Background: an optimization exercise with open tools, aiming at a short achievable clock period and few clock cycles. Do not read the settings as production practice.
In this exercise RTL edits were held to simulation tests only and were not proved equivalent to the original.
Power is estimated from default activity; no workload was simulated.

ember:
## e20_core
module e20_core (
    input  wire        clk,
    input  wire        rst,          
    output reg         mem_req,
    output reg         mem_we,
    output reg  [12:0] mem_addr,
    output reg  [15:0] mem_wdata,
    input  wire        mem_gnt,
    input  wire        mem_rvalid,
    input  wire [15:0] mem_rdata,
    output reg         halted
);
Settings: LEC_CHECK=0, ABC_CLOCK_PERIOD_IN_PS=3000, CAP_MARGIN=20, CORE_MARGIN=2, CORE_UTILIZATION=30, PLACE_DENSITY=0.5, SETUP_SLACK_MARGIN=5, SLEW_MARGIN=20; clock period 8.0 ns.
run.sh (not shown) runs the stock make flow with config.mk's settings and CLKGATE_MAP_FILE= SYNTH_SCRIPT=/design/flow/synth_recipe.tcl, a recipe that flattens the netlist after the stock synthesis.
ember went all the way through synthesis, placement and routing and the layout is clean on timing, DRC and antenna.
Testbench counts of ember, summed over its fixed seeds: cycles 269,996.
> inputs changed (ember -> zinc)
# ember
export LEC_CHECK = 0
export ABC_CLOCK_PERIOD_IN_PS = 3000
export CAP_MARGIN = 20
export CORE_MARGIN = 2
export CORE_UTILIZATION = 30
export PLACE_DENSITY = 0.5
export SETUP_SLACK_MARGIN = 5
export SLEW_MARGIN = 20
create_clock -name core_clock -period 8.0 [get_ports {clk}]
# zinc
export LEC_CHECK = 0
export ABC_CLOCK_PERIOD_IN_PS = 3000
export CAP_MARGIN = 20
export CORE_MARGIN = 2
export CORE_UTILIZATION = 45
export PLACE_DENSITY = 0.65
export SETUP_SLACK_MARGIN = 5
export SLEW_MARGIN = 20
create_clock -name core_clock -period 8.0 [get_ports {clk}]
Notes after the runs:
- [zinc] final-layout clock-cell area share rose 0.26 points relative to ember
- Layout-stage area growth over the synthesis result, ember and zinc, lower one = zinc.
- zinc vs ember: wire length of the first global-routing pass down
- For area of all sequential standard cells, ember and zinc come out practically identical.
- The final report for zinc shows a completed flow and a layout that fails verification, specifically max-capacitance violations, max-slew violations.
- Row wire length per cell after detailed routing: zinc higher / ember lower

rev 12:
e20_core, a different RTL version from the one above (not shown whole).
Size: about 7,900 cells after synthesis, ~52 I/O pins, roughly 0.080 mm^2 of cells after synthesis.
Settings: LEC_CHECK=0, ABC_CLOCK_PERIOD_IN_PS=3000, CAP_MARGIN=20, CORE_MARGIN=2, CORE_UTILIZATION=40, PLACE_DENSITY=0.6, SETUP_SLACK_MARGIN=4.8, SLEW_MARGIN=20; clock period 8.0 ns.
Testbench counts of rev 12, summed over its fixed seeds: cycles 271,198.
[inputs] rev 13 vs rev 12
- swapping 40 for 30 in CORE_UTILIZATION
- swapping 0.6 for 0.5 in PLACE_DENSITY
Results
Diff rev 12 and rev 13: clock share of power higher in rev 13
For the combinational power, rev 13 came in about 8% lower than rev 12 did.
Width of the die, rev 12 and rev 13, lower one = rev 12.
The critical path start-end classification comes out register to register in one run and input port to register in the other, namely in rev 13 and rev 12 respectively.

build 26:
e20_core, a different RTL version from the one above (not shown whole).
For scale: ~3300 cells after synthesis, about 590 flip-flops, ~52 I/O pins, roughly 35000 sq um of cells after synthesis.
Design e20_core, start of the top module:
module e20_core (
    input  wire        clk,
    input  wire        rst,          
    output reg         mem_req,
    output reg         mem_we,
    output reg  [12:0] mem_addr,
    output reg  [15:0] mem_wdata,
    input  wire        mem_gnt,
    input  wire        mem_rvalid,
    input  wire [15:0] mem_rdata,
    output reg         halted
);
==> flow/config.mk <==
export PLATFORM = sky130hd
export DESIGN_NAME = e20_core
export DESIGN_NICKNAME = e20_core
export VERILOG_FILES = /design/flow/design.v
export SDC_FILE = /design/flow/constraint.sdc
export NUM_CORES = 4
export LEC_CHECK = 0
export ABC_CLOCK_PERIOD_IN_PS = 3000
export CAP_MARGIN = 20
export CORE_MARGIN = 2
export CORE_UTILIZATION = 40
export PLACE_DENSITY = 0.6
export SETUP_SLACK_MARGIN = 4.8
export SLEW_MARGIN = 20
==> flow/constraint.sdc <==
create_clock -name core_clock -period 8.0 [get_ports {clk}]
set_input_delay 1.6000 -clock core_clock [delete_from_list [all_inputs] [get_ports {clk}]]
set_output_delay 1.6000 -clock core_clock [all_outputs]
set_load 0.01 [all_outputs]
No stage failed in build 26, and the final checks on the layout all came back clean.
Testbench counts of build 26, summed over its fixed seeds: cycles 300,369.
Input changes introduced in trial 46 (baseline for comparison: build 26):
- changing ABC_CLOCK_PERIOD_IN_PS from 3000 to 2500
- changing SETUP_SLACK_MARGIN from 4.8 to 5
[summary]
Looking at biggest cell delay along the critical path, trial 46 sits 0.08 ns above build 26.
As far as number of clock buffer instances in the layout is concerned, trial 46 and build 26 perform about the same.
Diff build 26 -> trial 46: XOR/XNOR share of the synthesized area roughly the same, number of cells on the worst hold path roughly the same, total wirelength of the detailed-routed design lower.
Trial 46 vs. build 26: via count lower, hold slack went up by 0.0063 ns.
Compare build 26 and trial 46 | fraction of area in registers higher: trial 46
Trial 46 against build 26: DRC marker count from the first detailed-route iteration now sits higher; worst setup slack after layout saw a decrease.

e20_core, a different RTL version from the one above (not shown whole).
Size in the first run: about 540 flip-flops, ~52 I/O pins, ~32000 sq um of cells after synthesis.
Settings: LEC_CHECK=0, ABC_CLOCK_PERIOD_IN_PS=3000, CAP_MARGIN=20, CORE_MARGIN=2, CORE_UTILIZATION=40, PLACE_DENSITY=0.6, SETUP_SLACK_MARGIN=4.5, SLEW_MARGIN=20; clock period 8.0 ns.
The starting point finished with timing, DRC and antenna clean.
Testbench counts at the start, summed over its fixed seeds: cycles 293,465.
Then changed:
- ABC_CLOCK_PERIOD_IN_PS: 3000 -> unset
- SETUP_SLACK_MARGIN: 4.5 -> unset
Outcome:
- The new run finished with timing, DRC and antenna clean
- flip-flop and latch count is unchanged
- clock power went up by about 7%
- fmax shrinks by 24%
- power falls by 21%

Another version of the RTL of e20_core (not shown whole).
Size in the first run: ~6400 cells after synthesis, ~1200 flip-flops, ~67000 um2 of cells after synthesis.
make LEC_CHECK=0 ABC_CLOCK_PERIOD_IN_PS=3000 CAP_MARGIN=20 CORE_MARGIN=2 CORE_UTILIZATION=30 PLACE_DENSITY=0.5 SETUP_SLACK_MARGIN=4.8 SLEW_MARGIN=20 finish   # period 8.0 ns
The starting point completed without violations.
Testbench counts at the start, summed over its fixed seeds: cycles 271,528.
Change:
Settings changed: SETUP_SLACK_MARGIN 4.8 to 5.
After rerunning:
- non-clock buffer count went up by 257
- worst setup slack gains 0.031 ns
- die area does not change
- global-route usage rose by 0.67 points
- first-iteration DRC count goes up by 4.0%
- register-to-register slack improved by 0.03 ns
- wire length came out higher by 3.6%
- total power rises by 3.6%

[static timing again, ports no longer ideal]
The flow's constraints put no driver on any port. The routed layouts listed below were extracted and timed again, unchanged, in two steps. Step 1 sets driving cells, clkbuf_16 on the clock port and buf_2 on the other inputs (assumed; they add their load-dependent delay and slew). Step 2 times the ports against the registers' clock, not the clock port: input delays grow and output delays shrink by t, the midpoint of the rising clock arrivals with the driver on. a / b / c = ideal ports / drivers / drivers and shift; a / b = the first two.
run	t, ns	setup WS [ns]	worst data-port slew with drivers (ns)
ember	0.952	4.593 / 4.611 / 3.660	0.16
zinc	0.921	4.548 / 4.501 / 3.580	0.21
rev 12	0.946	3.556 / 3.481 / 2.535	0.18
rev 13	0.957	3.924 / 3.924 / 3.205	0.15
build 26	0.708	3.894 / 3.909 / 3.210	0.06
trial 46	0.697	3.676 / 3.654 / 2.957	0.08
the first run of note 4	0.706	2.859 / 2.859 / 2.706	0.08
the second run of note 4	0.707	1.209 / 1.209 / 1.209	0.04
the first run of note 5	0.914	4.054 / 4.054 / 3.318	0.14
the second run of note 5	0.908	4.085 / 4.085 / 3.319	0.14
For rev 12, which loses most, drivers alone change the setup slack by -0.075 ns; drivers and shift together by -1.021 ns.
